This is an optimization exercise on Yosys and OpenROAD, whose aim is small area, a short achievable clock period and few clock cycles, not a production implementation. RTL that was checked went through simulation tests only; none was proved equivalent to the original. The RTL of runs 1, 2 and 6 was laid out without a check of its function. No activity file was given, so power comes from the tool's default toggle rates.

<file path="flow/run.sh">
#!/bin/bash
# synth_recipe.tcl (not shown) runs the flow's synth.tcl, then flattens the netlist and writes it again
# the make line also repeats each setting of config.mk as NAME=value (left out here)
make -C /OpenROAD-flow-scripts/flow DESIGN_CONFIG=/design/flow/config.mk WORK_HOME=/design/flow/orfs CLKGATE_MAP_FILE= SYNTH_SCRIPT=/design/flow/synth_recipe.tcl finish
</file>
<file path="flow/config.mk">
export PLATFORM = sky130hd
export DESIGN_NAME = owd_core
export DESIGN_NICKNAME = owd_core
export VERILOG_FILES = /design/flow/design.v
export SDC_FILE = /design/flow/constraint.sdc
export NUM_CORES = 4
export LEC_CHECK = 0
export CAP_MARGIN = 30
export CORE_MARGIN = 2
export CORE_UTILIZATION = 65
export GPL_TIMING_DRIVEN = 1
export SETUP_SLACK_MARGIN = 5
export SLEW_MARGIN = 30
</file>
<file path="flow/constraint.sdc">
create_clock -name core_clock -period 12.0 [get_ports {clk}]
set_input_delay 2.4000 -clock core_clock [delete_from_list [all_inputs] [get_ports {clk}]]
set_output_delay 2.4000 -clock core_clock [all_outputs]
set_load 0.01 [all_outputs]
</file>
<file path="flow/design.v">
module owd_core (
    input              clk,
    input              rst,
    input              start,
    input              cancel,
    input      [31:0]  sample_rate_hz,
    input              force_overdrive,
    input              channel_valid,
    input      [7:0]   channel,
    output reg         cur_valid,
    output reg [1:0]   cur_cmd,
    output reg [31:0]  cur_n,
    input              cur_ack,
    input      [63:0]  cur_sample,
    input              cur_level,
    input              cur_eos,
    output             snk_valid,
    output     [180:0] snk_data,
    output             idle,
    output             busy,
    output             halted,
    output reg [1:0]   halt_reason,
    output     [7:0]   chan
);
    localparam [31:0] MIN_SAMPLE_RATE_HZ = 32'd2000000;
    localparam [1:0] CMD_QUERY = 2'd0, CMD_ADV_EDGE = 2'd1, CMD_PEEK_EDGE = 2'd2, CMD_ADV_BY = 2'd3;
    localparam [1:0] REC_FRAME = 2'd0, REC_COMMIT = 2'd1, REC_MARKER = 2'd2, REC_PROGRESS = 2'd3;
    localparam [2:0] MK_INVALID = 3'd0, MK_START = 3'd1, MK_DOWNARROW = 3'd2, MK_ZERO = 3'd3,
                     MK_ONE = 3'd4;
    localparam [1:0] LAYER_UNKNOWN = 2'd0, LAYER_DATA = 2'd1, LAYER_COMMAND = 2'd2,
                     LAYER_CRC = 2'd3;
    localparam [1:0] HR_NONE = 2'd0, HR_CANCELLED = 2'd1, HR_EOS = 2'd2, HR_CONFIG = 2'd3;
    localparam [4:0] S_IDLE = 5'd0,  S_HALT = 5'd1,  S_CFGE = 5'd2,  S_Q   = 5'd3,
                     S_M0   = 5'd4,  S_M1   = 5'd5,  S_M2   = 5'd6,  S_GAPF = 5'd7,
                     S_DISP = 5'd8,  S_RA   = 5'd9,  S_B    = 5'd10, S_C1  = 5'd11,
                     S_C2   = 5'd12, S_FR   = 5'd13, S_PR   = 5'd14, S_CX  = 5'd15,
                     S_FIX  = 5'd16, S_EFIX = 5'd17, S_RQ  = 5'd18, S_GQ  = 5'd19;
    reg [4:0]  ph;
    reg [7:0]  cfg_chan;
    reg [63:0] rise, fall, field_start;
    reg [47:0] acc;
    reg [5:0]  bits;
    reg [1:0]  layer;
    reg        unk;         
    reg        defer;       
    reg        warn;
    reg        h_lt10;      
    reg        h_gap;       
    reg        hacc;        
    reg        lvl;         
    reg        lazy;        
    reg        prog_rise;   
    reg        fr_done;
    reg        asm_pend, asm_bit;
    reg        c_rst, c_warn, c_gtchk, c_gtsp;
    reg [15:0] t10;
    reg [1:0]  t40lo;
    reg [15:0] t15;
    reg        t30lo;
    reg [3:0]  t480lo;
    reg [18:0] t88;
    reg [20:0] t380;
    reg [22:0] t1000;
    wire [16:0] t30  = {t15, t30lo};
    wire [17:0] t40  = {t10, t40lo};
    wire [20:0] t480 = {t15, t30lo, t480lo};
    reg [5:0]  tstep;
    wire [12:0] tQ   = acc[12:0];
    wire [19:0] tR   = acc[32:13];
    wire [22:0] tqb  = field_start[22:0];
    wire [19:0] trem = field_start[42:23];
    reg        rv;
    reg [1:0]  rtype;
    reg [1:0]  rbase;       
    reg [2:0]  rmk;
    reg        rfd;         
    reg        rfr;         
    assign idle   = (ph == S_IDLE);
    assign halted = (ph == S_HALT);
    assign busy   = !idle && !halted;
    assign chan   = cfg_chan;
    wire thr_ready = (tstep == 6'd50);
    reg        te_div, te_first, te_b;
    reg [3:0]  te_wr;       
    always @(*) begin
        te_div = 1'b0; te_first = 1'b0; te_b = 1'b0; te_wr = 4'd0;
        case (tstep)
            6'd0, 6'd1, 6'd2, 6'd3, 6'd4, 6'd5, 6'd6, 6'd7, 6'd8, 6'd9, 6'd10, 6'd11, 6'd12:
                te_div = 1'b1;
            6'd13: te_wr = 4'd1;
            6'd14: te_b = 1'b1;
            6'd15: ;
            6'd16: te_wr = 4'd2;
            6'd17: ;
            6'd18: begin te_wr = 4'd5; te_first = 1'b1; te_b = 1'b1; end
            6'd19, 6'd20: te_b = 1'b1;
            6'd21: te_wr = 4'd3;
            6'd22: te_wr = 4'd4;
            6'd23, 6'd24, 6'd25: ;
            6'd26: begin te_wr = 4'd8; te_first = 1'b1; end
            6'd27, 6'd28: te_b = 1'b1;
            6'd29, 6'd30, 6'd31: ;
            6'd32: begin te_wr = 4'd6; te_first = 1'b1; end
            6'd33, 6'd34, 6'd35, 6'd36, 6'd37: te_b = 1'b1;
            6'd38, 6'd39: ;
            6'd40: begin te_wr = 4'd7; te_first = 1'b1; te_b = 1'b1; end
            6'd41, 6'd42, 6'd43: te_b = 1'b1;
            6'd44: ;
            6'd45: te_b = 1'b1;
            6'd46, 6'd47, 6'd48: ;
            6'd49: te_wr = 4'd9;
            default: ;
        endcase
    end
    wire [3:0]  te_bitidx  = 4'd12 - tstep[3:0];
    wire        te_ratebit = sample_rate_hz[te_bitidx];
    wire [19:0] te_sr  = te_first ? tR : trem;
    wire [22:0] te_sq  = te_first ? {10'd0, tQ} : tqb;
    wire [19:0] te_add = te_div ? {19'd0, te_ratebit} : (te_b ? tR : 20'd0);
    wire [21:0] te_t0  = {1'b0, te_sr, 1'b0} + {2'd0, te_add};
    wire        te_c2  = (te_t0 >= 22'd2000000);
    wire        te_c1  = (te_t0 >= 22'd1000000);
    wire [21:0] te_rm  = te_t0 - (te_c2 ? 22'd2000000 : te_c1 ? 22'd1000000 : 22'd0);
    wire [19:0] te_rn  = te_rm[19:0];
    wire [1:0]  te_cn  = {te_c2, te_c1 & !te_c2};
    wire [22:0] te_qn  = {te_sq[21:0], 1'b0} + {21'd0, te_cn} +
                         ((!te_div && te_b) ? {10'd0, tQ} : 23'd0);
    wire [63:0] sb      = (ph == S_M1) ? rise : fall;
    wire [39:0] sb_hi_p1 = sb[63:24] + 40'd1;
    wire [24:0] dlo     = {1'b0, cur_sample[23:0]} - {1'b0, sb[23:0]};
    wire        d_eq0   = (cur_sample[63:24] == sb[63:24]);
    wire        d_eq1   = (cur_sample[63:24] == sb_hi_p1);
    wire        d_small = dlo[24] ? d_eq1 : d_eq0;    
    wire [23:0] dl      = dlo[23:0];
    function lt24;
        input [23:0] a, b;
        reg [31:0] l0, e0;
        reg [15:0] l1, e1;
        reg [7:0]  l2, e2;
        reg [3:0]  l3, e3;
        reg [1:0]  l4, e4;
        integer i;
        begin
            l0 = {8'd0, ~a & b};
            e0 = {8'hFF, ~(a ^ b)};
            for (i = 0; i < 16; i = i + 1) begin
                l1[i] = l0[2*i+1] | (e0[2*i+1] & l0[2*i]);
                e1[i] = e0[2*i+1] & e0[2*i];
            end
            for (i = 0; i < 8; i = i + 1) begin
                l2[i] = l1[2*i+1] | (e1[2*i+1] & l1[2*i]);
                e2[i] = e1[2*i+1] & e1[2*i];
            end
            for (i = 0; i < 4; i = i + 1) begin
                l3[i] = l2[2*i+1] | (e2[2*i+1] & l2[2*i]);
                e3[i] = e2[2*i+1] & e2[2*i];
            end
            for (i = 0; i < 2; i = i + 1) begin
                l4[i] = l3[2*i+1] | (e3[2*i+1] & l3[2*i]);
                e4[i] = e3[2*i+1] & e3[2*i];
            end
            lt24 = l4[1] | (e4[1] & l4[0]);
        end
    endfunction
    wire [22:0] tb_sel  = (ph == S_M1) ? t1000 : (ph == S_RQ) ? {2'd0, t480} : {2'd0, t380};
    wire        b_lt    = lt24(dl, {1'b0, tb_sel});
    wire        b_gt    = lt24({1'b0, tb_sel}, dl);
    wire dd_lt10   = d_small && lt24(dl, {8'd0, t10});
    wire dd_gt1000 = !d_small || b_gt;
    wire dd_gt15   = !d_small || lt24({8'd0, t15}, dl);
    wire dd_gt30   = !d_small || lt24({7'd0, t30}, dl);
    wire dd_gt40   = !d_small || lt24({6'd0, t40}, dl);
    wire dd_lt88   = d_small && lt24(dl, {5'd0, t88});
    wire dd_gt380  = !d_small || b_gt;
    wire dd_lt480  = d_small && b_lt;
    wire x_gh   = !defer && h_lt10;
    wire x_gl   = !defer && dd_lt10;
    wire x_rst  = dd_gt380 || (force_overdrive && dd_gt40 && dd_lt88);
    wire x_warn = dd_gt380;      
    reg [5:0] layer_width;
    always @(*) begin
        case (layer)
            LAYER_DATA:    layer_width = 6'd16;
            LAYER_COMMAND: layer_width = 6'd48;
            default:       layer_width = 6'd8;
        endcase
    end
    wire asm_full = (bits + 6'd1 == layer_width);
    wire asm_on   = (layer != LAYER_UNKNOWN);
    wire [4:0] asm_next = !asm_on ? S_PR : asm_full ? S_FR : S_PR;
    always @(*) begin
        cur_valid = 1'b0;
        cur_cmd   = CMD_ADV_EDGE;
        cur_n     = 32'd0;
        case (ph)
            S_Q, S_GQ, S_RA: begin cur_valid = 1'b1; cur_cmd = CMD_QUERY; end
            S_M0, S_RQ: cur_valid = 1'b1;
            S_M1:   cur_valid = thr_ready;
            S_M2:   begin cur_valid = 1'b1; cur_cmd = CMD_PEEK_EDGE; end
            S_B, S_FIX: begin cur_valid = 1'b1; cur_cmd = CMD_ADV_BY; cur_n = {15'd0, t30}; end
            S_C1, S_EFIX: begin cur_valid = 1'b1; cur_cmd = CMD_ADV_BY; cur_n = {16'd0, t15}; end
            S_C2:   begin cur_valid = 1'b1; cur_cmd = CMD_ADV_BY; cur_n = {16'd0, t15} + {31'd0, t30lo}; end
            default: ;
        endcase
    end
    wire ack = cur_valid && cur_ack;
    wire [63:0] s_samp   = (rbase == 2'd1) ? rise : (rbase == 2'd2) ? field_start : fall;
    wire        r_frame  = (rtype == REC_FRAME);
    wire        r_marker = (rtype == REC_MARKER);
    wire        r_commit = (rtype == REC_COMMIT);
    assign snk_valid         = rv;
    assign snk_data[1:0]     = rtype;
    assign snk_data[65:2]    = r_commit ? 64'd0 : s_samp;
    assign snk_data[68:66]   = r_marker ? rmk : r_frame ? rise[2:0] : 3'd0;
    assign snk_data[129:69]  = r_frame ? rise[63:3] : 61'd0;
    assign snk_data[131:130] = rfd ? layer : 2'd0;
    assign snk_data[179:132] = rfd ? acc : 48'd0;
    assign snk_data[180]     = rfr & warn;
    wire m2_ok   = (ph == S_M2) && ack && !cur_eos;
    wire do_disp = (m2_ok && !x_gh && !x_gl && !unk) || (ph == S_DISP);
    wire f_rst   = (ph == S_DISP) ? c_rst   : x_rst;
    wire f_warn  = (ph == S_DISP) ? c_warn  : x_warn;
    wire f_gtchk = (ph == S_DISP) ? c_gtchk : dd_gt15;
    wire f_gtsp  = (ph == S_DISP) ? c_gtsp  : dd_gt30;
    wire [24:0] fsp_lo  = {1'b0, fall[23:0]} + {8'd0, t30};
    wire [63:0] fall_sp = {fsp_lo[24] ? sb_hi_p1 : fall[63:24], fsp_lo[23:0]};
    always @(posedge clk) begin
        if (rst) begin
            ph          <= S_IDLE;
            halt_reason <= HR_NONE;
            cfg_chan    <= 8'd0;
            rv          <= 1'b0;
        end else begin
            rv  <= 1'b0;
            rfd <= 1'b0;
            rfr <= 1'b0;
            if (!thr_ready) begin
                tstep <= tstep + 6'd1;
                field_start[42:0] <= {te_rn, te_qn};
                case (te_wr)
                    4'd1: acc[32:0] <= {trem, tqb[12:0]};
                    4'd2: t10    <= tqb[15:0];
                    4'd3: t15    <= tqb[15:0];
                    4'd4: t30lo  <= tqb[0];
                    4'd5: t40lo  <= tqb[1:0];
                    4'd6: t88    <= tqb[18:0];
                    4'd7: t380   <= tqb[20:0];
                    4'd8: t480lo <= tqb[3:0];
                    4'd9: t1000  <= tqb[22:0];
                    default: ;
                endcase
            end
            if (asm_pend) begin
                asm_pend <= 1'b0;
                if (asm_on) begin
                    if (asm_bit)
                        acc[bits] <= 1'b1;
                    bits <= bits + 6'd1;
                end
            end
            if ((ph == S_M2) && ack && (bits == 6'd0))
                field_start <= fall;
            if (ack && cur_eos) begin
                if (ph == S_B) begin
                    ph <= S_EFIX;
                end else begin
                    halt_reason <= HR_EOS;
                    ph          <= S_HALT;
                end
            end else begin
                case (ph)
                    S_IDLE: begin
                        if (start) begin
                            if (sample_rate_hz < MIN_SAMPLE_RATE_HZ || !channel_valid) begin
                                halt_reason <= HR_CONFIG;
                                ph          <= S_CFGE;
                            end else begin
                                cfg_chan    <= channel;
                                halt_reason <= HR_NONE;
                                layer       <= LAYER_UNKNOWN;
                                bits        <= 6'd0;
                                unk         <= 1'b1;
                                defer       <= 1'b0;
                                hacc        <= 1'b0;
                                lazy        <= 1'b0;
                                fr_done     <= 1'b0;
                                asm_pend    <= 1'b0;
                                tstep       <= 6'd0;
                                field_start[42:0] <= {1'b0, sample_rate_hz[31:13], 23'd0};
                                ph          <= S_Q;
                            end
                        end
                    end
                    S_CFGE: ph <= S_HALT;
                    S_Q: if (ack) begin
                        rise <= cur_sample;
                        lvl  <= cur_level;
                        ph   <= cur_level ? S_M1 : S_M0;
                    end
                    S_M0: if (ack) begin
                        if (!hacc)
                            rise <= cur_sample;
                        hacc <= 1'b0;
                        lazy <= 1'b0;
                        ph   <= S_M1;
                    end
                    S_M1: if (ack) begin
                        fall   <= cur_sample;
                        h_lt10 <= dd_lt10;
                        h_gap  <= dd_gt1000;
                        ph     <= S_M2;
                    end
                    S_M2: if (ack) begin
                        fall <= fall_sp;
                        if (!x_gl)
                            rise <= cur_sample;
                        if (x_gh || x_gl) begin
                            rmk   <= MK_INVALID;
                            hacc  <= !x_gh;
                            ph    <= S_GQ;
                        end else begin
                            defer   <= 1'b0;
                            c_rst   <= x_rst;
                            c_warn  <= x_warn;
                            c_gtchk <= dd_gt15;
                            c_gtsp  <= dd_gt30;
                            if (unk) begin
                                rmk   <= h_gap ? MK_START : MK_DOWNARROW;
                                ph    <= S_GQ;
                            end
                        end
                    end
                    S_GQ: if (ack) begin
                        fall  <= cur_sample;
                        rv    <= 1'b1;
                        rtype <= REC_MARKER;
                        rbase <= 2'd0;
                        ph    <= !unk ? S_M0 : (rmk == MK_START) ? S_GAPF :
                                 (rmk == MK_DOWNARROW) ? S_DISP : S_M0;
                    end
                    S_RQ: if (ack) begin
                        warn   <= warn && dd_lt480;
                        rv     <= 1'b1;
                        rtype  <= REC_FRAME;
                        rbase  <= 2'd0;
                        rfr    <= 1'b1;
                        layer  <= LAYER_DATA;
                        bits   <= 6'd0;
                        acc    <= 48'd0;
                        unk    <= 1'b0;
                        defer  <= 1'b1;
                        lvl       <= 1'b1;
                        prog_rise <= 1'b1;
                        ph        <= S_PR;
                    end
                    S_GAPF: begin
                        rv    <= 1'b1;
                        rtype <= REC_COMMIT;
                        layer <= LAYER_DATA;
                        bits  <= 6'd0;
                        acc   <= 48'd0;
                        unk   <= 1'b0;
                        ph    <= S_DISP;
                    end
                    S_RA: if (ack) begin
                        fall <= cur_sample;
                        ph   <= S_RQ;
                    end
                    S_B, S_C2: if (ack) begin
                        fall      <= cur_sample;
                        rv        <= 1'b1;
                        rtype     <= REC_MARKER;
                        rbase     <= 2'd0;
                        rmk       <= cur_level ? MK_ONE : MK_ZERO;
                        lvl       <= cur_level;
                        prog_rise <= 1'b0;
                        asm_pend  <= 1'b1;
                        asm_bit   <= cur_level;
                        ph        <= asm_next;
                    end
                    S_C1: if (ack) begin
                        fall <= cur_sample;
                        if (cur_level) begin
                            rv        <= 1'b1;
                            rtype     <= REC_MARKER;
                            rbase     <= 2'd0;
                            rmk       <= MK_INVALID;
                            lvl       <= 1'b1;
                            prog_rise <= 1'b0;
                            ph        <= S_PR;
                        end else begin
                            ph <= S_C2;
                        end
                    end
                    S_FR: begin
                        rv      <= 1'b1;
                        rtype   <= REC_FRAME;
                        rbase   <= 2'd2;
                        rfd     <= 1'b1;
                        fr_done <= 1'b1;
                        ph      <= S_PR;
                    end
                    S_PR: begin
                        rv    <= 1'b1;
                        rtype <= REC_PROGRESS;
                        rbase <= prog_rise ? 2'd1 : 2'd0;
                        if (fr_done) begin
                            fr_done <= 1'b0;
                            bits    <= 6'd0;
                            acc     <= 48'd0;
                            layer   <= (layer == LAYER_DATA) ? LAYER_COMMAND : LAYER_CRC;
                        end
                        if (cancel)
                            ph <= lazy ? S_FIX : S_CX;
                        else
                            ph <= lvl ? S_M1 : S_M0;
                    end
                    S_CX: begin
                        halt_reason <= HR_CANCELLED;
                        ph          <= S_HALT;
                    end
                    S_FIX: if (ack) begin
                        halt_reason <= HR_CANCELLED;
                        ph          <= S_HALT;
                    end
                    S_EFIX: if (ack) begin
                        halt_reason <= HR_EOS;
                        ph          <= S_HALT;
                    end
                    default: ;  
                endcase
                if (do_disp) begin
                    if (f_rst) begin
                        rv     <= 1'b1;
                        rtype  <= REC_COMMIT;
                        warn   <= f_warn;
                        ph     <= (ph == S_DISP) ? S_RQ : S_RA;
                    end else if (f_gtsp) begin
                        if (ph == S_DISP)
                            fall  <= fall_sp;
                        rv        <= 1'b1;
                        rtype     <= REC_MARKER;
                        rbase     <= 2'd0;
                        rmk       <= MK_ZERO;
                        lvl       <= 1'b0;
                        prog_rise <= 1'b0;
                        lazy      <= 1'b1;
                        asm_pend  <= 1'b1;
                        asm_bit   <= 1'b0;
                        ph        <= asm_next;
                    end else if (f_gtchk) begin
                        ph <= S_B;
                    end else begin
                        ph <= S_C1;
                    end
                end
            end
        end
    end
endmodule
</file>
==> reports/metrics.cfg, run 1 <==
[drt]
wl_um=140000
dr_total_vias=36000
drt-wirelength-per-cell_um=28.8
drt_first_pass_iters=9
drt-vias-per-instance=7.44
route.antenna.remaining_nets=0
drt_iter0_markers=6199
drc=0

[global_route]
grt_usage_pct=49.6
grt_pass1_wl_um=204000
antenna_found_initial=4
grt_max_degree=67
first_global_vias=34700
gr-total-overflow=0

[status]
status=no timing/DRC/antenna violations

[cts]
numCtsBuffers=46
cts_root_buf=clkbuf_16
cts_sinks=404
ctsHtreeMaxLevel=2
clockBufferDepth=3
clk_latency_ns=0.63
path_clk_slew_ns=0.07
tritoncts=built

[worst_setup_path]
worstPathRequired_ns=12.52
cp_slowest_cell=mux2i_1
crit_path_end_kind=flop
cpMostUsedCell=buf_4
start_kind=flop
reg2reg_to=ph[2]
reg2reg_from=ph[2]
r2r_cells=29
arrival_ns=7.59
cp-startpoint=ph[2]
slowest_delay_ns=0.64
crit_fanout=30
critPathKind=reg2reg
regToRegSetupSlack_ns=4.93

[power]
p_leak_uw=0.0156
power_density_mw_per_mm2=191
ir_drop_mv=0.219

[synthesis]
yosys.cell_types.count=104
synth_ff_type=edfxtp_1
synth.top_cell.area_share_pct=34.0
yosysTopAreaCell=edfxtp_1
ys_ff_latch=404
yosysMostFrequentCell=nand2_1
netlist_area_mm2=0.0337
yosys_warnings=1
synthCells=3858
syn_area_per_cell_um2=8.73
synth_area_leaders=edfxtp_1 (34%), ha_1 (8.6%), nand2_1 (5.4%)
synth_edf_count=381
async_flop_share_pct=0
ys_seq_area_share_pct=35.3
synthTopCellsByCount=nand2_1 (480), edfxtp_1 (381), a21oi_1 (279)

[sta]
setup_violations=0
slew_headroom_pct=30.9
max_slew.worst_pin.slew_ns=1.03
fin_skew_ns=0.0249
rsz0062_at_grt=false
finalMaxSlewViolations=0
fin_tns_setup_ns=0
period_needed_ns=7.07
hold_viol=0
fmax_ghz=0.142
period_share_pct=58.9

[cells_and_area]
fin_nets=4476
fin_util_pct=79.2
final_layout_size_suffix_gt1_share_pct=10.9
area_growth_pct=20.7

[floorplanning]
num_rows=83
fp.dieH_um=232
core_mm2=0.0513
dieWidth_um=232
ios=343
start_util_pct=65.6
die-area_mm2=0.0536

[min_path]
hold_class=reg2reg
holdPathEnd=cfg_chan[4]
hold_depth=2
min_from=cfg_chan[4]

[place]
dpl.hpwl_um=96100
port_buffers=327
gp_congestion=1.04

[flow_run]
cap_violations=0

routing by layer:
layer,vias up,track usage (%),part of all wire [%]
met5,-,0.184,0
met4,0,34.1,8.3
met2,3500,75.5,43
li1,14900,-,-
met3,945,14.3,15
met1,16700,61.0,33
per-stage QoR:
stage	instance area [µm²]	total power (µW)	hold slack (ns)	worst slack, ns	cells
floorplan	33800	4490	0.424	5.00	3872
global placement	37500	5620	0.443	3.03	4689
detailed placement	37500	5770	0.451	2.91	4691
CTS	39800	7350	0.456	5.01	4817
global route	40600	8050	0.475	4.80	4843
finish	40600	7780	0.459	4.93	4847
cell usage in the layout (no fill, tap or decap), types with 53 or more instances in the layout:
master           count
a21o_1              90
a21oi_1            258
a22oi_1            115
a31oi_1             73
and2_1             153
buf_4              108
clkdlybuf4s50_1    313
edfxtp_1           381
ha_1               201
inv_1              153
mux2i_1             76
nand2_1            473
nand3_1            123
nand4_1             53
nor2_1             242
nor3_1              85
o21ai_0            170
xnor2_1             89
xor2_1              70
worst max-delay path: cells and delay by family, from the launching register on:
family,cells,cell delay [ns]
compound gates,12,2.11
xor+xnor,1,0.18
fa+ha+maj,2,0.69
buf+inv,5,1.25
flops,1,0.33
mux,1,0.64
simple gates,8,1.73
what timing repair did:
action,4_1_cts,5_1_grt
cloned,4,1
hold buffers,0,0
pin swaps,38,67
setup endpoints to repair,107,101
resized for setup,108,127
setup buffers,40,20
power by group:
group / internal [µW] / total [µW] / switching, µW
Combinational: 1730 / 4130 / 2400
Sequential: 1870 / 2240 / 370
Clock: 776 / 1410 / 636
Total: 4370 / 7780 / 3410
kinds of logic after synthesis:
| family | synth area share, % |
|---|---|
| AOI/OAI and AO/OA | 22.1 |
| other | 0.0111 |
| DFF | 35.3 |
| buffers and inverters | 4.84 |
| muxes | 3.79 |
| and+or+nand+nor | 20.1 |
| adders and majority gates | 8.95 |
| xor gates and xnor gates | 4.84 |
how the worst max path moves through the flow:
| stage | endpoint | slack (ns) | cells after the start |
|---|---|---|---|
| global route | ph[2] | 4.80 | 29 |
| floorplan | field_start[19] | 5.00 | 32 |
| detailed placement | rmk[2] | 2.91 | 22 |
| global placement | rmk[2] | 3.03 | 22 |
| CTS | asm_bit | 5.01 | 26 |
| finish | ph[2] | 4.93 | 29 |
registers in the layout (all words and copies together), names as in the netlist, 4 cells and up:
| name | count |
|---|---|
| tstep | 6 |
| t1000 | 23 |
| cfg_chan | 8 |
| te_wr | 4 |
| rise | 64 |
| t88 | 19 |
| t15 | 16 |
| acc | 48 |
| t380 | 21 |
| t10 | 16 |
| fall | 64 |
| bits | 6 |
| ph | 5 |
| t480lo | 4 |
| field_start | 64 |
cell type report:
| type | count | area [µm²] |
|---|---|---|
| antenna | 7 | 17.5 |
| clock buffer | 59 | 1250 |
| clock inverter | 23 | 166 |
| fill | 3149 | 10700 |
| inverter | 158 | 598 |
| multi-input combinational | 3066 | 21500 |
| sequential | 404 | 11900 |
| tap | 680 | 851 |
| timing repair buffer | 450 | 4370 |
==> inputs of run 2 (changes only) <==
--- a/flow/config.mk
+++ b/flow/config.mk
@@ -7,7 +7,6 @@
 export LEC_CHECK = 0
 export CAP_MARGIN = 30
 export CORE_MARGIN = 2
-export CORE_UTILIZATION = 65
-export GPL_TIMING_DRIVEN = 1
+export CORE_UTILIZATION = 55
 export SETUP_SLACK_MARGIN = 5
 export SLEW_MARGIN = 30
==> run 2 against run 1 <==
Compared with the run above:
- still clean on timing, DRC and antenna
- sequential power hardly changed
- clock skew is 0.0033 ns higher
- maximum frequency rose by 2.7%
- register-to-register slack gained 0.20 ns
- highest routed layer unchanged
- count of clock-buffer cells in the layout grew 2
- global-route usage down 7.4 points
- sequential cell count did not move
==> reports/metrics.cfg, run 2 <==
[cells_and_area]
layout.cells.non_filler=4958  ; +2.3%
final_common_cell=nand2_1
fin_area_mm2=0.0409  ; +0.53%
fin_nets=4484  ; +0.18%
reg_top3=fall x64, field_start x64, rise x64
nFillCells=4674  ; +48%
multi_input_area_mm2=0.0213  ; -0.84%
final_cell_mix=nand2_1 (474), edfxtp_1 (381), clkdlybuf4s50_1 (315), a21oi_1 (259), nor2_1 (243)
area_growth_pct=21.3
fin_util_pct=67.6  ; -12 points
final_layout_size_suffix_gt1_share_pct=10.6  ; -0.32 points
ff_latch_area_mm2=0.0119  ; unchanged

[synthesis]
netlist_area_mm2=0.0337  ; unchanged
yosys.cell_types.count=104  ; unchanged
synth_area_leaders=edfxtp_1 (34%), ha_1 (8.6%), nand2_1 (5.4%)
yosysMostFrequentCell=nand2_1
async_flop_share_pct=0  ; unchanged
synthCells=3858  ; unchanged
synth.top_cell.area_share_pct=34.0  ; unchanged
yosys_warnings=1  ; unchanged
syn_area_per_cell_um2=8.73  ; unchanged
synth_ff_type=edfxtp_1
synthTopCellsByCount=nand2_1 (480), edfxtp_1 (381), a21oi_1 (279)
yosysTopAreaCell=edfxtp_1
ys_ff_latch=404  ; unchanged
ys_seq_area_share_pct=35.3  ; unchanged
synth_edf_count=381  ; unchanged

[global_route]
antenna_found_initial=3  ; -1
gr-total-overflow=0  ; unchanged
grt_usage_pct=42.2  ; -7.4 points
grt_max_degree=66  ; -1.5%
first_global_vias=33500  ; -3.5%
grt_pass1_wl_um=205000  ; +0.32%

[power]
ir_drop_mv=0.163  ; -26%
power_density_mw_per_mm2=192  ; +0.24%
p_leak_uw=0.0157  ; +0.55%

[sta]
period_needed_ns=6.88  ; -0.186 ns
fmax_ghz=0.145  ; +2.7%
setup_violations=0  ; unchanged
whs_ns=0.458  ; -0.00115 ns
rsz0062_at_grt=false
period_share_pct=57.3  ; -1.5 points
max_slew.worst_pin.slew_ns=1.09  ; +0.0525 ns
slew_headroom_pct=27.5  ; -3.4 points
finalMaxSlewViolations=0  ; unchanged
fin_tns_setup_ns=0  ; unchanged
hold_viol=0  ; unchanged
fin_skew_ns=0.0282  ; +0.00335 ns

[place]
gp_congestion=1.00  ; -3.8%
port_buffers=327  ; unchanged
placed_cell_area_mm2=0.0377  ; +0.50%
placedCellCount=4804  ; +2.4%
dpl.hpwl_um=98300  ; +2.2%

[drt]
drt_first_pass_iters=6  ; -3
drt-wirelength-per-cell_um=27.8  ; -3.5%
drt-vias-per-instance=6.98  ; -6.2%
drt_iter0_markers=4510  ; -27%
route.antenna.remaining_nets=0  ; unchanged
drc=0  ; unchanged
dr_total_vias=34600  ; -4.0%
wl_um=138000  ; -1.3%

[worst_setup_path]
start_kind=input pin
crit_fanout=64  ; +110%
crit_path_end_kind=flop
reg2reg_from=te_first
cp-startpoint=cur_sample[11]
worstPathRequired_ns=12.23  ; -0.29 ns
arrival_ns=7.12  ; -0.47 ns
critPathKind=in2reg

[cts]
clockBufferDepth=3  ; unchanged
numCtsBuffers=47  ; +2.2%
cts_root_buf=clkbuf_16
path_clk_slew_ns=0.06  ; about the same
clk_latency_ns=0.63  ; about the same
postCtsHoldBufs=0  ; unchanged
tritoncts=built
cts_sinks=404  ; unchanged
ctsHtreeMaxLevel=2  ; unchanged

[flow_run]
cap_violations=0  ; unchanged

[floorplanning]
num_rows=90  ; +8.4%
dieWidth_um=251  ; +8.6%
die-area_mm2=0.0632  ; +18%
start_util_pct=55.7  ; -10 points
core_mm2=0.0605  ; +18%
fp.dieH_um=251  ; +8.6%
ios=343  ; unchanged

[status]
status=no timing/DRC/antenna violations

[min_path]
hold_class=reg2reg
min_from=cfg_chan[0]

## run 2: metal layers
layer	track usage [%]	share of wire [%]	vias up
met4	24.0	6.8	0
met1	53.7	37	16500
li1	-	-	14900
met3	8.73	12	612
met2	67.2	45	2589
met5	0	0	-
## run 2: logic make-up (layout without fill, tap and decap cells)
kind of cell               count (synthesis)  after routing  share of synthesized area [%]
buffers and inverters                    403            704                           4.84
AOI/OAI and AO/OA                       1129           1129                           22.1
xor gates and xnor gates                 181            181                           4.84
other                                      1             18                         0.0111
muxes                                    118            118                           3.79
DFF                                      404            404                           35.3
adders and majority gates                238            238                           8.95
and+or+nand+nor                         1384           1384                           20.1
## run 2: worst paths after layout
path | depth (start not counted) | slack [ns] | to
worst max-delay path | 17 | 5.12 | rise[39]
worst min-delay path | 2 | 0.46 | cfg_chan[0]
worst max register to register | 34 | 5.13 | field_start[15]
worst min register to register | 2 | 0.46 | cfg_chan[0]
## run 2: final cells by class
type,instances,share of cell area [%]
Clock buffer,61,3.01
Tap cell,782,2.40
Timing Repair Buffer,458,10.9
Antenna cell,3,0.0184
Multi-Input combinational cell,3065,52.1
Clock inverter,27,0.962
Inverter,158,1.46
Sequential cell,404,29.1
## run 2: metrics by stage
stage          setup slack, ns  total power (µW)
4_1_cts                   5.00              7510
2_1_floorplan             5.00              4490
3_5_place_dp              3.21              5780
3_3_place_gp              3.34              5700
6_report                  5.12              7840
5_1_grt                   4.89              8190
## run 2: repair_timing
action	in CTS	in global routing
gates resized for setup	100	112
gates cloned	2	2
setup endpoints to repair	108	101
pin swaps	36	51
setup buffers	39	19
## run 2: worst max-delay path, cell delays in order
cell and delay (ns):
clkdlybuf4s50_1 0.51, ha_1 0.31, a211o_1 0.30, a21oi_1 0.27, o2bb2ai_1 0.20, a211oi_2 0.07
buf_4 0.18, o211ai_1 0.20, buf_4 0.30, nand2_1 0.36, or2_2 0.42, a211oi_1 0.45
nand2_1 0.17, nor4b_4 0.28, buf_4 0.19, a21oi_4 0.05, clkbuf_8 0.35
## run 2: where the power goes
group | total (µW) | internal, µW | switching, µW
sequential | 2210 | 1870 | 341
combinational | 4060 | 1720 | 2350
clock | 1570 | 922 | 649
total | 7840 | 4510 | 3340
==> inputs of run 3 (changes only) <==
--- a/flow/design.v
+++ b/flow/design.v
@@ -60,7 +60,7 @@
     reg [3:0]  t480lo;
     reg [18:0] t88;
     reg [20:0] t380;
-    reg [22:0] t1000;
+    wire [22:0] t1000 = acc[22:0];
     wire [16:0] t30  = {t15, t30lo};
     wire [17:0] t40  = {t10, t40lo};
     wire [20:0] t480 = {t15, t30lo, t480lo};
@@ -225,12 +225,7 @@
     wire [24:0] fsp_lo  = {1'b0, fall[23:0]} + {8'd0, t30};
     wire [63:0] fall_sp = {fsp_lo[24] ? sb_hi_p1 : fall[63:24], fsp_lo[23:0]};
     always @(posedge clk) begin
-        if (rst) begin
-            ph          <= S_IDLE;
-            halt_reason <= HR_NONE;
-            cfg_chan    <= 8'd0;
-            rv          <= 1'b0;
-        end else begin
+        begin
             rv  <= 1'b0;
             rfd <= 1'b0;
             rfr <= 1'b0;
@@ -246,7 +241,7 @@
                     4'd6: t88    <= tqb[18:0];
                     4'd7: t380   <= tqb[20:0];
                     4'd8: t480lo <= tqb[3:0];
-                    4'd9: t1000  <= tqb[22:0];
+                    4'd9: acc[22:0] <= tqb[22:0];
                     default: ;
                 endcase
             end
@@ -260,14 +255,7 @@
             end
             if ((ph == S_M2) && ack && (bits == 6'd0))
                 field_start <= fall;
-            if (ack && cur_eos) begin
-                if (ph == S_B) begin
-                    ph <= S_EFIX;
-                end else begin
-                    halt_reason <= HR_EOS;
-                    ph          <= S_HALT;
-                end
-            end else begin
+            begin
                 case (ph)
                     S_IDLE: begin
                         if (start) begin
@@ -311,7 +299,8 @@
                         ph     <= S_M2;
                     end
                     S_M2: if (ack) begin
-                        fall <= fall_sp;
+                        if (!x_rst)
+                            fall <= fall_sp;
                         if (!x_gl)
                             rise <= cur_sample;
                         if (x_gh || x_gl) begin
@@ -434,7 +423,7 @@
                         rv     <= 1'b1;
                         rtype  <= REC_COMMIT;
                         warn   <= f_warn;
-                        ph     <= (ph == S_DISP) ? S_RQ : S_RA;
+                        ph     <= S_RQ;
                     end else if (f_gtsp) begin
                         if (ph == S_DISP)
                             fall  <= fall_sp;
@@ -456,5 +445,20 @@
                 end
             end
         end
+        if (ack && cur_eos) begin
+            rv <= 1'b0;
+            if (ph == S_B) begin
+                ph <= S_EFIX;
+            end else begin
+                halt_reason <= HR_EOS;
+                ph          <= S_HALT;
+            end
+        end
+        if (rst) begin
+            ph          <= S_IDLE;
+            halt_reason <= HR_NONE;
+            cfg_chan    <= 8'd0;
+            rv          <= 1'b0;
+        end
     end
 endmodule
--- a/flow/config.mk
+++ b/flow/config.mk
@@ -5,8 +5,9 @@
 export SDC_FILE = /design/flow/constraint.sdc
 export NUM_CORES = 4
 export LEC_CHECK = 0
+export ABC_CLOCK_PERIOD_IN_PS = 3500
 export CAP_MARGIN = 30
 export CORE_MARGIN = 2
-export CORE_UTILIZATION = 55
+export CORE_UTILIZATION = 62
 export SETUP_SLACK_MARGIN = 5
 export SLEW_MARGIN = 30
==> run 3 against run 2 <==
Compared with the run above:
- count of clock-buffer cells in the layout shrank 6
- combinational power grew 33%
- power increased by 18%
- first-iteration DRC count rose by 53%
- maximum frequency down 1.5%
- clock power is 7% lower
- final cell count is 1.6% lower
- non-clock buffer count decreased by 2
- setup slack worse by 0.10 ns
- synthesized cell count increased by 1.1%
- via count grew 3.4%
- global-route usage rose by 6.4 points
- largest cell class unchanged
- largest power group unchanged
==> reports/metrics.cfg, run 3 <==
[place]
port_buffers=327  ; unchanged
gp_congestion=1.08  ; +7.7%
placedCellCount=4708  ; -2.0%
dpl.hpwl_um=96100  ; -2.2%

[worst_setup_path]
arrival_ns=7.27  ; +0.15 ns
critPathKind=in2reg
crit_fanout=29  ; -55%
start_kind=input pin
worstPathRequired_ns=12.29  ; +0.06 ns
regToRegSetupSlack_ns=5.03  ; -0.10 ns
crit_path_end_kind=flop

[synthesis]
synth.top_cell.area_share_pct=16.7  ; -17 points
ys_seq_area_share_pct=29.7  ; -5.6 points
yosysMostFrequentCell=nand2_1
syn_area_per_cell_um2=8.09  ; -7.3%
yosys.cell_types.count=102  ; -1.9%
synth_edf_count=176  ; -54%
yosys_warnings=1  ; unchanged
yosysTopAreaCell=edfxtp_1
synthCells=3899  ; +1.1%
ys_ff_latch=381  ; -5.7%
netlist_area_mm2=0.0316  ; -6.3%
synthTopCellsByCount=nand2_1 (417), a21oi_1 (344), nor2_1 (278)
synth_area_leaders=edfxtp_1 (17%), dfxtp_1 (13%), ha_1 (9.2%)
async_flop_share_pct=0  ; unchanged
synth_ff_type=dfxtp_1

[drt]
dr_total_vias=35800  ; +3.4%
route.antenna.remaining_nets=0  ; unchanged
drc=0  ; unchanged
drt-vias-per-instance=7.33  ; +5.1%
drt_first_pass_iters=11  ; +5
wl_um=137000  ; -0.99%
drt-wirelength-per-cell_um=28.0  ; +0.63%
drt_iter0_markers=6881  ; +53%

[cts]
ctsHtreeMaxLevel=2  ; unchanged
postCtsHoldBufs=0  ; unchanged
clockBufferDepth=3  ; unchanged
clk_latency_ns=0.62  ; about the same
cts_root_buf=clkbuf_16
path_clk_slew_ns=0.06  ; about the same
numCtsBuffers=45  ; -4.3%
tritoncts=built
cts_sinks=381  ; -5.7%

[global_route]
grt_usage_pct=48.7  ; +6.4 points
gr-total-overflow=0  ; unchanged
grt_max_degree=65  ; -1.5%
first_global_vias=33300  ; -0.37%
antenna_found_initial=10  ; +7
grt_pass1_wl_um=198000  ; -3.0%

[sta]
fin_tns_setup_ns=0  ; unchanged
period_share_pct=58.2  ; +0.86 points
fmax_ghz=0.143  ; -1.5%
rsz0062_at_grt=false
fin_skew_ns=0.0328  ; +0.00458 ns
period_needed_ns=6.98  ; +0.103 ns
max_slew.worst_pin.slew_ns=1.10  ; +0.0139 ns
setup_violations=0  ; unchanged
hold_viol=0  ; unchanged
finalMaxSlewViolations=0  ; unchanged
slew_headroom_pct=26.3  ; -1.2 points

[status]
status=no timing/DRC/antenna violations

[flow_run]
cap_violations=0  ; unchanged

[floorplanning]
ios=343  ; unchanged
dieWidth_um=230  ; -8.7%
start_util_pct=62.9  ; +7.2 points
die-area_mm2=0.0527  ; -17%
core_mm2=0.0502  ; -17%
fp.dieH_um=230  ; -8.7%
num_rows=82  ; -8.9%

[cells_and_area]
fin_nets=4514  ; +0.67%
layout.cells.non_filler=4878  ; -1.6%
area_growth_pct=21.7
nFillCells=3454  ; -26%
reg_top3=fall x64, field_start x64, rise x64
final_layout_size_suffix_gt1_share_pct=10.1  ; -0.43 points
final_common_cell=nand2_1
final_cell_mix=nand2_1 (416), a21oi_1 (331), clkdlybuf4s50_1 (319), nor2_1 (266), ha_1 (219)

[power]
p_leak_uw=0.0146  ; -6.8%
ir_drop_mv=0.232  ; +42%
power_density_mw_per_mm2=241  ; +25%

[min_path]
hold_class=reg2reg

run 3: changes by cell type after synthesis, sizes merged, moves of 31 or more:
cell    before  now
a21oi      279  345
nand2      480  417
a21o        90   47
xor2        79   48
o21ai      195  233
dfxtp       23  205
a221o        7   50
edfxtp     381  176
run 3: final timing paths:
| kind | startpoint | to | cells after the start |
|---|---|---|---|
| worst max-delay path | cur_sample[19] | rise[3] | 15 |
| worst min-delay path | acc[38] | acc[38] | 2 |
| worst max register to register | te_first | field_start[17] | 32 |
| worst min register to register | acc[38] | acc[38] | 2 |
run 3: power breakdown:
group,leakage (µW),internal [µW],switching (µW)
Combinational,0.0105,2230,3160
Sequential,0.00331,1720,670
Clock,0.000746,840,623
run 3: area by class of cell:
class | instances | area (µm²) | area share [%]
repair buffers | 456 | 4540 | 11.8
clock buffers | 55 | 1220 | 3.17
multi-input cells | 3113 | 21400 | 55.8
flip-flops and latches | 381 | 9390 | 24.5
clock inverters | 29 | 335 | 0.873
well taps | 672 | 841 | 2.19
diodes | 5 | 12.5 | 0.0326
inverters | 167 | 633 | 1.65
run 3: critical path: stages:
cell,delay (ns)
clkdlybuf4s50_1,0.49
ha_1,0.50
nand2_1,0.16
nor3_1,0.31
nand3_1,0.16
a211oi_1,0.72
nor2_4,0.23
mux2i_1,0.24
xor2_1,0.47
nand4bb_1,0.35
nor4_4,0.10
buf_4,0.15
buf_4,0.14
a21oi_4,0.43
clkbuf_16,0.36
run 3: stage by stage:
| stage | util (%) | setup WS [ns] | instance area (µm²) | total power, µW | hold slack (ns) |
|---|---|---|---|---|---|
| global placement | 70.0 | 3.29 | 35100 | 6890 | 0.443 |
| detailed placement | 70.1 | 3.08 | 35200 | 7060 | 0.449 |
| CTS | 75.2 | 4.99 | 37700 | 8790 | 0.462 |
| floorplan | - | 5.02 | 31700 | 5330 | 0.406 |
| global route | 76.5 | 4.86 | 38400 | 9640 | 0.479 |
| finish | 76.5 | 5.02 | 38400 | 9240 | 0.462 |
run 3: routing by layer:
layer | up-vias | share of wire, % | global-route usage [%]
met5 | - | 0.0088 | 0
met3 | 806 | 16 | 15.9
met4 | 2 | 7.3 | 26.7
met1 | 16500 | 35 | 63.6
met2 | 3401 | 41 | 70.9
li1 | 15000 | - | -
run 3: kinds of logic after synthesis:
logic type               synth area share, %
AO/OA/AOI/OAI                           26.0
AND/OR/NAND/NOR                         21.8
flip-flops                              29.7
multiplexers                            3.43
adder cells (fa/ha/maj)                 9.51
XOR/XNOR                                3.87
buffers and inverters                   5.57
other                                 0.0119
run 3: what timing repair did:
| item | 4_1_cts | 5_1_grt |
|---|---|---|
| pin swaps | 38 | 42 |
| gates cloned | 7 | 3 |
| setup endpoints to repair | 171 | 164 |
| resized for setup | 115 | 97 |
| buffers inserted | 46 | 23 |
Testbench counts of run 3, summed over its fixed seeds: cycles 58,474.
==> inputs of run 4 (changes only) <==
--- a/flow/config.mk
+++ b/flow/config.mk
@@ -8,6 +8,6 @@
 export ABC_CLOCK_PERIOD_IN_PS = 3500
 export CAP_MARGIN = 30
 export CORE_MARGIN = 2
-export CORE_UTILIZATION = 62
+export CORE_UTILIZATION = 50
 export SETUP_SLACK_MARGIN = 5
 export SLEW_MARGIN = 30
==> run 4 against run 3 <==
Compared with the run above:
- maximum frequency up 0.76%
- largest cell class unchanged
- hold slack lost 0.0098 ns
- utilization is 15 points lower
==> reports/metrics.cfg, run 4 <==
[floorplanning]
ios=343  ; unchanged
die-area_mm2=0.0651  ; +24%
core_mm2=0.0627  ; +25%
dieWidth_um=255  ; +11%
start_util_pct=50.3  ; -13 points
num_rows=92  ; +12%
fp.dieH_um=255  ; +11%

[sta]
fin_skew_ns=0.0479  ; +0.0151 ns
setup_violations=0  ; unchanged
period_share_pct=57.8  ; -0.44 points
fin_tns_setup_ns=0  ; unchanged
slew_headroom_pct=33.6  ; +7.3 points
rsz0062_at_grt=true
period_needed_ns=6.93  ; -0.0529 ns
finalMaxSlewViolations=0  ; unchanged
fmax_ghz=0.144  ; +0.76%
hold_viol=0  ; unchanged
max_slew.worst_pin.slew_ns=0.993  ; -0.108 ns

[min_path]
hold_class=reg2reg

[synthesis]
synthTopCellsByCount=nand2_1 (417), a21oi_1 (344), nor2_1 (278)
netlist_area_mm2=0.0316  ; unchanged
async_flop_share_pct=0  ; unchanged
yosysTopAreaCell=edfxtp_1
synth_area_leaders=edfxtp_1 (17%), dfxtp_1 (13%), ha_1 (9.2%)
ys_ff_latch=381  ; unchanged
ys_seq_area_share_pct=29.7  ; unchanged
yosys.cell_types.count=102  ; unchanged
yosysMostFrequentCell=nand2_1
yosys_warnings=1  ; unchanged
syn_area_per_cell_um2=8.09  ; unchanged
synth_edf_count=176  ; unchanged
synth.top_cell.area_share_pct=16.7  ; unchanged
synthCells=3899  ; unchanged
synth_ff_type=dfxtp_1

[cells_and_area]
final_layout_size_suffix_gt1_share_pct=10.7  ; +0.57 points
fin_area_mm2=0.0385  ; +0.36%
area_growth_pct=22.1
reg_top3=fall x64, field_start x64, rise x64
fin_nets=4534  ; +0.44%
final_cell_mix=nand2_1 (415), a21oi_1 (324), clkdlybuf4s50_1 (316), nor2_1 (268), ha_1 (216)
nFillCells=5373  ; +56%
final_common_cell=nand2_1

[drt]
drt-wirelength-per-cell_um=28.9  ; +3.3%
drt_iter0_markers=5336  ; -22%
dr_total_vias=34900  ; -2.4%
route.antenna.remaining_nets=0  ; unchanged
drt_first_pass_iters=8  ; -3
drc=0  ; unchanged
drt-vias-per-instance=6.89  ; -6.0%
wl_um=147000  ; +7.3%

[worst_setup_path]
crit_path_end_kind=flop
cpMostUsedCell=buf_4
start_kind=flop
worstPathRequired_ns=12.50  ; +0.21 ns
crit_fanout=12  ; -59%
cp_slowest_cell=fa_2
critPathKind=reg2reg
slowest_delay_ns=0.42  ; -0.30 ns
arrival_ns=7.44  ; +0.17 ns

[power]
ir_drop_mv=0.192  ; -17%
p_leak_uw=0.0146  ; about the same
power_density_mw_per_mm2=242  ; +0.60%

[global_route]
grt_max_degree=66  ; +1.5%
first_global_vias=32000  ; -4.0%
gr-total-overflow=0  ; unchanged
grt_usage_pct=42.8  ; -5.9 points
grt_pass1_wl_um=208000  ; +4.8%
antenna_found_initial=7  ; -3

[cts]
ctsHtreeMaxLevel=2  ; unchanged
clockBufferDepth=3  ; unchanged
numCtsBuffers=45  ; unchanged
cts_root_buf=clkbuf_16
path_clk_slew_ns=0.06  ; about the same
cts_sinks=381  ; unchanged
tritoncts=built
postCtsHoldBufs=0  ; unchanged
clk_latency_ns=0.64  ; +0.02 ns

[place]
placed_cell_area_mm2=0.0354  ; +0.74%
dpl.hpwl_um=106000  ; +9.9%
port_buffers=327  ; unchanged
gp_congestion=1.05  ; -2.4%

[status]
status=no timing/DRC/antenna violations

[flow_run]
cap_violations=0  ; unchanged

run 4: changes by cell type in the layout (fill, tap and decap cells not counted), moves of 4 or more:
cell / previous run / this run
a21oi_1: 331 / 324
buf_4: 104 / 132
clkinv_1: 8 / 4
diode_2: 5 / 1
clkbuf_1: 7 / 12
o21ai_1: 17 / 22
dlymetal6s2s_1: 7 / 2
dlygate4sd2_1: 1 / 7
a21oi_2: 9 / 19
buf_12: 9 / 5
run 4: area by class of cell:
cell class / count / area, µm² / area share (%)
Multi-Input combinational cell: 3114 / 21400 / 55.6
Sequential cell: 381 / 9400 / 24.4
Timing Repair Buffer: 475 / 4550 / 11.8
Clock buffer: 61 / 1250 / 3.24
Tap cell: 846 / 1060 / 2.75
Inverter: 167 / 629 / 1.63
Clock inverter: 23 / 251 / 0.653
Antenna cell: 1 / 2.50 / 0.00649
run 4: layer usage:
layer	GRT usage, %	share of wire [%]
met3	10.2	13
met5	0	0.017
met4	20.7	5.9
met2	63.4	42
met1	58.4	39
run 4: path summary, 6_finish.rpt:
check / cells past startpoint / from / slack (ns) / to
max: 40 / te_b / 5.07 / field_start[5]
min: 2 / cfg_chan[0] / 0.45 / cfg_chan[0]
max reg2reg: 40 / te_b / 5.07 / field_start[5]
min reg2reg: 2 / cfg_chan[0] / 0.45 / cfg_chan[0]
run 4: cell families (layout without fill, tap and decap cells):
kind of cell | count (synthesis) | count (layout) | synth area share, %
AO/OA/AOI/OAI | 1240 | 1242 | 26.0
XOR/XNOR | 138 | 138 | 3.87
adder cells (fa/ha/maj) | 237 | 237 | 9.51
buffers and inverters | 422 | 726 | 5.57
flip-flops | 381 | 381 | 29.7
multiplexers | 98 | 98 | 3.43
other | 1 | 16 | 0.0119
AND/OR/NAND/NOR | 1382 | 1384 | 21.8
run 4: stage by stage:
| stage | hold slack, ns | std cells | setup WS [ns] | utilization [%] | power, µW |
|---|---|---|---|---|---|
| 3_5_place_dp | 0.447 | 4892 | 3.31 | 56.5 | 7280 |
| 2_1_floorplan | 0.406 | 3913 | 5.02 | - | 5330 |
| 4_1_cts | 0.454 | 5039 | 5.00 | 60.3 | 8920 |
| 6_report | 0.452 | 5068 | 5.07 | 61.4 | 9330 |
| 5_1_grt | 0.491 | 5068 | 4.85 | 61.4 | 9780 |
| 3_3_place_gp | 0.443 | 4892 | 3.44 | 56.5 | 7170 |
run 4: where the power goes:
group / leakage (µW) / internal (µW) / switching (µW)
combinational: 0.0106 / 2210 / 3250
sequential: 0.00331 / 1720 / 712
clock: 0.000732 / 805 / 632
run 4: what timing repair did:
| action | 4_1_cts | 5_1_grt |
|---|---|---|
| hold endpoints to repair | 0 | 0 |
| resized for setup | 102 | 103 |
| cloned | 3 | 4 |
| setup endpoints to repair | 168 | 151 |
| pin swaps | 28 | 45 |
| setup buffers | 60 | 22 |
run 4: worst max-delay path: cells and delay by family (launching register included):
kind / cells / cell delay [ns]
AOI/OAI and AO/OA: 9 / 1.96
buffers and inverters: 19 / 1.84
DFF: 1 / 0.32
adders and majority gates: 5 / 1.55
and+or+nand+nor: 7 / 1.09
==> inputs of run 5 (changes only) <==
--- a/flow/config.mk
+++ b/flow/config.mk
@@ -8,6 +8,6 @@
 export ABC_CLOCK_PERIOD_IN_PS = 3500
 export CAP_MARGIN = 30
 export CORE_MARGIN = 2
-export CORE_UTILIZATION = 50
+export CORE_UTILIZATION = 55
 export SETUP_SLACK_MARGIN = 5
 export SLEW_MARGIN = 30
==> run 5 against run 4 <==
Compared with the run above:
- still clean on timing, DRC and antenna
- clock skew shrank 0.0089 ns
- combinational power shrank 4.2%
- via count shrank 3.1%
- sequential power shrank 5%
- critical path type is now in2reg
==> reports/metrics.cfg, run 5 <==
[cts]
postCtsHoldBufs=0  ; unchanged
ctsHtreeMaxLevel=2  ; unchanged
clockBufferDepth=3  ; unchanged
cts_sinks=381  ; unchanged
clk_latency_ns=0.63  ; about the same
path_clk_slew_ns=0.06  ; about the same
numCtsBuffers=47  ; +4.4%
tritoncts=built
cts_root_buf=clkbuf_16

[floorplanning]
ios=343  ; unchanged
fp.dieH_um=244  ; -4.6%
dieWidth_um=244  ; -4.6%
start_util_pct=55.8  ; +5.4 points
die-area_mm2=0.0593  ; -9.0%
core_mm2=0.0566  ; -9.8%
num_rows=87  ; -5.4%

[synthesis]
yosys_warnings=1  ; unchanged
synthCells=3899  ; unchanged
synth_area_leaders=edfxtp_1 (17%), dfxtp_1 (13%), ha_1 (9.2%)
netlist_area_mm2=0.0316  ; unchanged
synthTopCellsByCount=nand2_1 (417), a21oi_1 (344), nor2_1 (278)
async_flop_share_pct=0  ; unchanged
ys_seq_area_share_pct=29.7  ; unchanged
yosys.cell_types.count=102  ; unchanged
synth_edf_count=176  ; unchanged
ys_ff_latch=381  ; unchanged
yosysMostFrequentCell=nand2_1
synth_ff_type=dfxtp_1
synth.top_cell.area_share_pct=16.7  ; unchanged
syn_area_per_cell_um2=8.09  ; unchanged
yosysTopAreaCell=edfxtp_1

[sta]
period_needed_ns=6.89  ; -0.0395 ns
finalMaxSlewViolations=0  ; unchanged
slew_headroom_pct=33.2  ; -0.39 points
whs_ns=0.452  ; -0.000450 ns
period_share_pct=57.4  ; -0.33 points
hold_viol=0  ; unchanged
fin_tns_setup_ns=0  ; unchanged
rsz0062_at_grt=true
fmax_ghz=0.145  ; +0.57%
max_slew.worst_pin.slew_ns=0.997  ; +0.00363 ns
fin_skew_ns=0.0389  ; -0.00893 ns
setup_violations=0  ; unchanged
setup_slack_ns=5.11  ; +0.0395 ns

[global_route]
grt.busiest_layer=met2
first_global_vias=30600  ; -4.3%
gr-total-overflow=0  ; unchanged
antenna_found_initial=4  ; -3
grt_pass1_wl_um=192000  ; -7.8%
grtUsageMet2_pct=60.3  ; -3.0 points
grt_usage_pct=42.0  ; -0.81 points
grt_max_degree=65  ; -1.5%
met1_usage_pct=59.1  ; +0.75 points
met3_usage_pct=10.2  ; +0.043 points

[min_path]
hold_class=reg2reg
holdPathEnd=cfg_chan[1]
hold_depth=2  ; unchanged
min_from=cfg_chan[1]

[cells_and_area]
multi_input_area_mm2=0.0213  ; -0.38%
nFillCells=4797  ; -11%
final_layout_size_suffix_gt1_share_pct=9.55  ; -1.2 points
reg_top3=fall x64, field_start x64, rise x64
ff_latch_area_mm2=0.00939  ; about the same
layout.cells.non_filler=4944  ; -2.4%
final_common_cell=nand2_1
area_growth_pct=21.1
final_cell_mix=nand2_1 (415), a21oi_1 (331), clkdlybuf4s50_1 (319), nor2_1 (266), ha_1 (221)
fin_nets=4499  ; -0.77%

[place]
port_buffers=327  ; unchanged
dpl.hpwl_um=95400  ; -9.7%
post-place-ws_ns=3.45  ; +0.144 ns
gp_congestion=1.04  ; -1.6%
placedCellCount=4804  ; -1.8%

[drt]
dr_total_vias=33800  ; -3.1%
wl_um=132000  ; -9.6%
drt-wirelength-per-cell_um=26.8  ; -7.4%
drt-vias-per-instance=6.84  ; -0.65%
drc=0  ; unchanged
drt_iter0_markers=4920  ; -7.8%
route.antenna.remaining_nets=0  ; unchanged
drt_first_pass_iters=8  ; unchanged

[power]
seqPwrFrac_pct=25.9  ; -0.2 points
clock_power_share_pct=16.1  ; +0.7 points
power_density_mw_per_mm2=236  ; -2.5%
ir_drop_mv=0.211  ; +10%
p_int_uw=4720  ; -0.40%
p_leak_uw=0.0145  ; -0.76%
switching_share_pct=47.7  ; -1.6 points
power_switching_uw=4300  ; -6.5%
power_frac_comb_pct=58.0  ; -0.5 points
finalPower_uw=9010  ; -3.4%

[worst_setup_path]
cp_slowest_cell=o41a_1
r2r_cells=31  ; -23%
crit_chain=clkdlybuf4s50_1, ha_1, a21oi_1, o21ai_0, a211oi_2, o21ba_4, nand2_1, o41a_1, nor4_1, nand4bb_1, nor4_4, buf_4, o21ai_4, or3_1, a2111oi_1, or3_1
start_kind=input pin
slowest_delay_ns=0.53  ; +0.11 ns
reg2reg_to=field_start[18]
reg2reg_from=te_first
arrival_ns=7.47  ; +0.03 ns
crit_path_end_kind=flop
critPathKind=in2reg
cpMostUsedCell=or3_1
regToRegSetupSlack_ns=5.16  ; +0.09 ns
crit_fanout=18  ; +6
worstPathRequired_ns=12.57  ; +0.07 ns

[status]
status=no timing/DRC/antenna violations

[flow_run]
cap_violations=0  ; unchanged

==> run 5: worst max-delay path, delay by kind of cell <==
kind,cells,cell delay (ns)
AOI/OAI and AO/OA,7,2.21
adders and majority gates,1,0.46
and+or+nand+nor,6,1.72
buffers and inverters,2,0.67
==> run 5: worst max-delay path by stage <==
stage	from	cells past startpoint	end
final	cur_sample[19]	16	ph[4]
after global routing	te_first	33	field_start[15]
after CTS	te_first	33	field_start[15]
after detailed placement	cur_sample[0]	25	fall[38]
after global placement	cur_sample[0]	25	fall[38]
after floorplan	cur_sample[4]	18	rise[0]
==> run 5: cells by family after synthesis <==
kind of cell	count (synthesis)	synth area share [%]
simple gates	1382	21.8
flops	381	29.7
other cells	1	0.0119
mux	98	3.43
buf+inv	422	5.57
fa+ha+maj	237	9.51
xor+xnor	138	3.87
compound gates	1240	26.0
==> run 5: power groups by stage <==
stage / Combinational, µW / Sequential [µW] / Clock, µW
global route: 5660 / 2340 / 1510
floorplan: 3360 / 1970 / 0
global placement: 4720 / 2310 / 0
CTS: 4930 / 2290 / 1460
detailed placement: 4750 / 2310 / 0
finish: 5230 / 2330 / 1450
==> run 5: per-layer routing <==
layer	part of all wire (%)	vias to the layer above	routed length (µm)
met5	0.0098	-	13
met4	5.4	2	7170
met3	14	440	18100
met2	41	2539	54400
met1	40	15900	52800
li1	-	15000	-
==> run 5: cell type report <==
type / count / share of cell area, %
Sequential cell: 381 / 24.6
Clock buffer: 61 / 3.43
Tap cell: 756 / 2.48
Antenna cell: 1 / 0.00655
Inverter: 167 / 1.65
Clock inverter: 26 / 0.626
Timing Repair Buffer: 441 / 11.4
Multi-Input combinational cell: 3111 / 55.8
==> run 5: metrics by stage <==
stage / util (%) / cell area (µm²)
finish: 67.5 / 38200
floorplan: - / 31700
CTS: 66.3 / 37500
detailed placement: 62.4 / 35300
global placement: 62.4 / 35300
global route: 67.5 / 38200
==> run 5: repair_timing <==
action / 4_1_cts / 5_1_grt
endpoints found under the setup margin: 163 / 155
pin swaps: 20 / 41
gates cloned: 4 / 6
buffers inserted: 21 / 20
resized for setup: 89 / 84
==> inputs of run 6 (changes only) <==
--- a/flow/design.v
+++ b/flow/design.v
@@ -216,7 +216,7 @@
     assign snk_data[131:130] = rfd ? layer : 2'd0;
     assign snk_data[179:132] = rfd ? acc : 48'd0;
     assign snk_data[180]     = rfr & warn;
-    wire m2_ok   = (ph == S_M2) && ack && !cur_eos;
+    wire m2_ok   = (ph == S_M2) && ack;
     wire do_disp = (m2_ok && !x_gh && !x_gl && !unk) || (ph == S_DISP);
     wire f_rst   = (ph == S_DISP) ? c_rst   : x_rst;
     wire f_warn  = (ph == S_DISP) ? c_warn  : x_warn;
@@ -253,7 +253,7 @@
                     bits <= bits + 6'd1;
                 end
             end
-            if ((ph == S_M2) && ack && (bits == 6'd0))
+            if ((ph == S_M2) && (bits == 6'd0))
                 field_start <= fall;
             begin
                 case (ph)
==> run 6 against run 5 <==
Compared with the run above:
- synthesized cell count is 2.5% higher
- largest power group unchanged
- sequential power is 8% lower
- sequential share of layout area down 0.32 points
- highest routed layer unchanged
- clock power rose by 7%
- critical path depth grew 2
- die area up 0.63%
- power down 11%
- clock skew up 0.010 ns
- non-clock buffer count is 17 higher
==> reports/metrics.cfg, run 6 <==
[sta]
fin_tns_setup_ns=0  ; unchanged
finalMaxSlewViolations=0  ; unchanged
setup_violations=0  ; unchanged
fmax_ghz=0.143  ; -1.7%
fin_skew_ns=0.0490  ; +0.0101 ns
slew_headroom_pct=29.3  ; -3.8 points
rsz0062_at_grt=true
setup_slack_ns=4.99  ; -0.116 ns
period_share_pct=58.4  ; +0.97 points
period_needed_ns=7.01  ; +0.116 ns
max_slew.worst_pin.slew_ns=1.05  ; +0.0535 ns
hold_viol=0  ; unchanged

[worst_setup_path]
crit_path_end_kind=flop
critPathKind=in2reg
arrival_ns=7.43  ; -0.04 ns
worstPathRequired_ns=12.43  ; -0.14 ns
start_kind=input pin
regToRegSetupSlack_ns=5.13  ; -0.03 ns
crit_fanout=10  ; -8
slowest_delay_ns=0.57  ; +0.04 ns
cp-startpoint=cur_sample[21]
reg2reg_from=ph[3]
critPathCapture=rv
reg2reg_to=fall[22]
cpMostUsedCell=buf_4
cp_slowest_cell=or4_1
crit_chain=clkdlybuf4s50_1, ha_2, nand4_1, or4_1, a31oi_1, o31a_2, buf_4, nor3_1, mux2i_1, o2111ai_1, nor4b_2, nand4_1, buf_4, nor4b_4, buf_4, a21oi_2, a22oi_1, a31oi_1
r2r_cells=27  ; -13%

[power]
p_leak_uw=0.0149  ; +3.0%
ir_drop_mv=0.228  ; +8.1%
power_density_mw_per_mm2=207  ; -12%

[floorplanning]
die-area_mm2=0.0597  ; +0.63%
fp.dieH_um=244  ; +0.32%
start_util_pct=55.4  ; -0.39 points
num_rows=88  ; +1.1%
ios=343  ; unchanged
core_mm2=0.0574  ; +1.3%
dieWidth_um=244  ; +0.32%

[cts]
postCtsHoldBufs=0  ; unchanged
tritoncts=built
clk_latency_ns=0.63  ; about the same
ctsHtreeMaxLevel=2  ; unchanged
clockBufferDepth=3  ; unchanged
path_clk_slew_ns=0.06  ; about the same
numCtsBuffers=44  ; -6.4%
cts_root_buf=clkbuf_16
cts_sinks=381  ; unchanged

[cells_and_area]
ff_latch_area_mm2=0.00940  ; about the same
final_cell_mix=nand2_1 (434), a21oi_1 (340), clkdlybuf4s50_1 (309), nor2_1 (304), ha_1 (204)
multi_input_area_mm2=0.0217  ; +1.8%
fin_nets=4590  ; +2.0%
area_growth_pct=21.9
final_common_cell=nand2_1
reg_top3=fall x64, field_start x64, rise x64
nFillCells=4886  ; +1.9%
final_layout_size_suffix_gt1_share_pct=10.7  ; +1.2 points

[status]
status=no timing/DRC/antenna violations

[synthesis]
synth_xor_area_share_pct=3.92  ; +0.042 points
synthTopCellsByCount=nand2_1 (437), a21oi_1 (354), nor2_1 (316)
netlist_area_mm2=0.0318  ; +0.64%
synthAdderAreaFrac_pct=9.45  ; -0.061 points
yosys_warnings=1  ; unchanged
yosysTopAreaCell=edfxtp_1
synth_ff_type=dfxtp_1
synth_compound_area_share_pct=24.6  ; -1.5 points
yosys.cell_types.count=98  ; -3.9%
ys_ff_latch=381  ; unchanged
synth_edf_count=176  ; unchanged
synth_top_family_by_area=compound AO/OA/AOI/OAI gates
yosys.area_share.simple_pct=23.4  ; +1.6 points
syn_area_per_cell_um2=7.95  ; -1.8%
synth_area_leaders=edfxtp_1 (17%), dfxtp_1 (13%), ha_1 (9.1%)
synthCells=3995  ; +2.5%
async_flop_share_pct=0  ; unchanged
synth.top_cell.area_share_pct=16.6  ; -0.11 points
ys_seq_area_share_pct=29.6  ; -0.19 points
synth.area.mux_share_pct=3.42  ; -0.0061 points
yosysMostFrequentCell=nand2_1

[drt]
route.antenna.remaining_nets=0  ; unchanged
drt-vias-per-instance=6.69  ; -2.3%
drt_first_pass_iters=6  ; -2
dr_total_vias=33700  ; -0.36%
drt-wirelength-per-cell_um=25.9  ; -3.2%
wl_um=131000  ; -1.2%
drt_iter0_markers=4376  ; -11%
drc=0  ; unchanged

[global_route]
gr-total-overflow=0  ; unchanged
first_global_vias=30300  ; -0.99%
grt_usage_pct=41.7  ; -0.27 points
antenna_found_initial=4  ; unchanged
grt_pass1_wl_um=191000  ; -0.19%
grt_max_degree=67  ; +3.1%

[place]
gp_congestion=0.996  ; -4.0%
port_buffers=327  ; unchanged
post-place-ws_ns=2.53  ; -0.927 ns
dpl.hpwl_um=93200  ; -2.2%

[min_path]
hold_class=reg2reg

[flow_run]
cap_violations=0  ; unchanged

[run 6: per-stage QoR]
step / power, µW / hold slack (ns) / cell area, µm² / utilization, % / std cells
floorplan: 4610 / 0.406 / 32000 / - / 4009
global placement: 6030 / 0.440 / 35600 / 62.1 / 4891
detailed placement: 6060 / 0.446 / 35600 / 62.1 / 4892
CTS: 7750 / 0.453 / 38100 / 66.5 / 5009
global route: 8430 / 0.482 / 38700 / 67.5 / 5041
finish: 8020 / 0.453 / 38700 / 67.5 / 5042
[run 6: routing by layer]
metal	share of wire (%)	track usage (%)	vias up
met1	41	58.7	16000
li1	-	-	15200
met2	42	60.9	2228
met4	4.0	13.9	2
met3	13	12.0	330
met5	0.049	0.817	-
[run 6: power by group]
part,internal (µW),switching (µW)
Sequential,1640,515
Combinational,1870,2450
Clock,917,634
[run 6: cell families (layout without fill, tap and decap cells)]
group                      Yosys count  count (layout)
DFF                                381             381
muxes                               99              99
buffers and inverters              437             702
AOI/OAI and AO/OA                 1204            1204
xor gates and xnor gates           142             142
adders and majority gates          237             237
and+or+nand+nor                   1494            1496
other                                1              16
[run 6: layout make-up]
type | count | area share [%]
antenna | 1 | 0.00646
clock buffer | 57 | 3.32
clock inverter | 25 | 0.934
inverter | 162 | 1.57
multi-input combinational | 3193 | 56.1
sequential | 381 | 24.3
tap | 765 | 2.47
timing repair buffer | 458 | 11.3
[run 6: worst min-delay path by stage]
stage                startpoint               to  cells past startpoint
floorplan              fall[43]  field_start[43]                      0
global placement        acc[41]          acc[41]                      2
detailed placement  cfg_chan[4]      cfg_chan[4]                      2
CTS                 cfg_chan[0]      cfg_chan[0]                      2
global route        cfg_chan[7]      cfg_chan[7]                      2
finish              cfg_chan[7]      cfg_chan[7]                      2
[run 6: critical path, delay by kind of cell]
kind            cells  cell delay (ns)
compound gates      6             1.52
fa+ha+maj           1             0.45
buf+inv             4             1.02
mux                 1             0.36
simple gates        6             1.67
[run 6: repair_timing]
| action | 4_1_cts | 5_1_grt |
|---|---|---|
| gates resized for setup | 118 | 117 |
| pin swaps | 30 | 35 |
| setup buffers | 31 | 28 |
| endpoints found under the setup margin | 176 | 165 |
| cloned | 4 | 1 |

-- port drivers added, routing unchanged --
No port has a modelled driver above. Below, the same layouts with a new extraction and two added sets of constraints. Step 1 assumes that a clkbuf_16 drives the clock port and a buf_2 every other input. Step 2, shift: input delay + t, output delay - t, t = (earliest + latest rising clock arrival at the registers) / 2. This alone moves slack from input paths to output paths. a / b / c = ideal ports / drivers / drivers and shift; a / b = the first two.
run	shift t [ns]	setup slack, ns	worst hold slack (ns)	clock arrival spread, ns	cell pins on the clock port's net
run 1	0.678	4.933 / 4.933 / 4.411	0.459 / 0.459 / 0.459	0.025 / 0.025	1
run 2	0.683	5.119 / 5.127 / 4.473	0.458 / 0.458 / 0.458	0.029 / 0.028	1
run 3	0.671	5.015 / 5.031 / 4.373	0.462 / 0.462 / 0.462	0.033 / 0.033	1
run 4	0.685	5.068 / 5.068 / 4.422	0.452 / 0.452 / 0.452	0.048 / 0.048	1
run 5	0.680	5.107 / 5.136 / 4.456	0.452 / 0.452 / 0.452	0.039 / 0.039	1
run 6	0.673	4.992 / 5.022 / 4.349	0.453 / 0.453 / 0.453	0.049 / 0.049	1
After both steps every run listed still meets setup and hold. The setup slack of run 5, which loses most, moves by +0.029 ns with the drivers and by -0.651 ns with both steps.
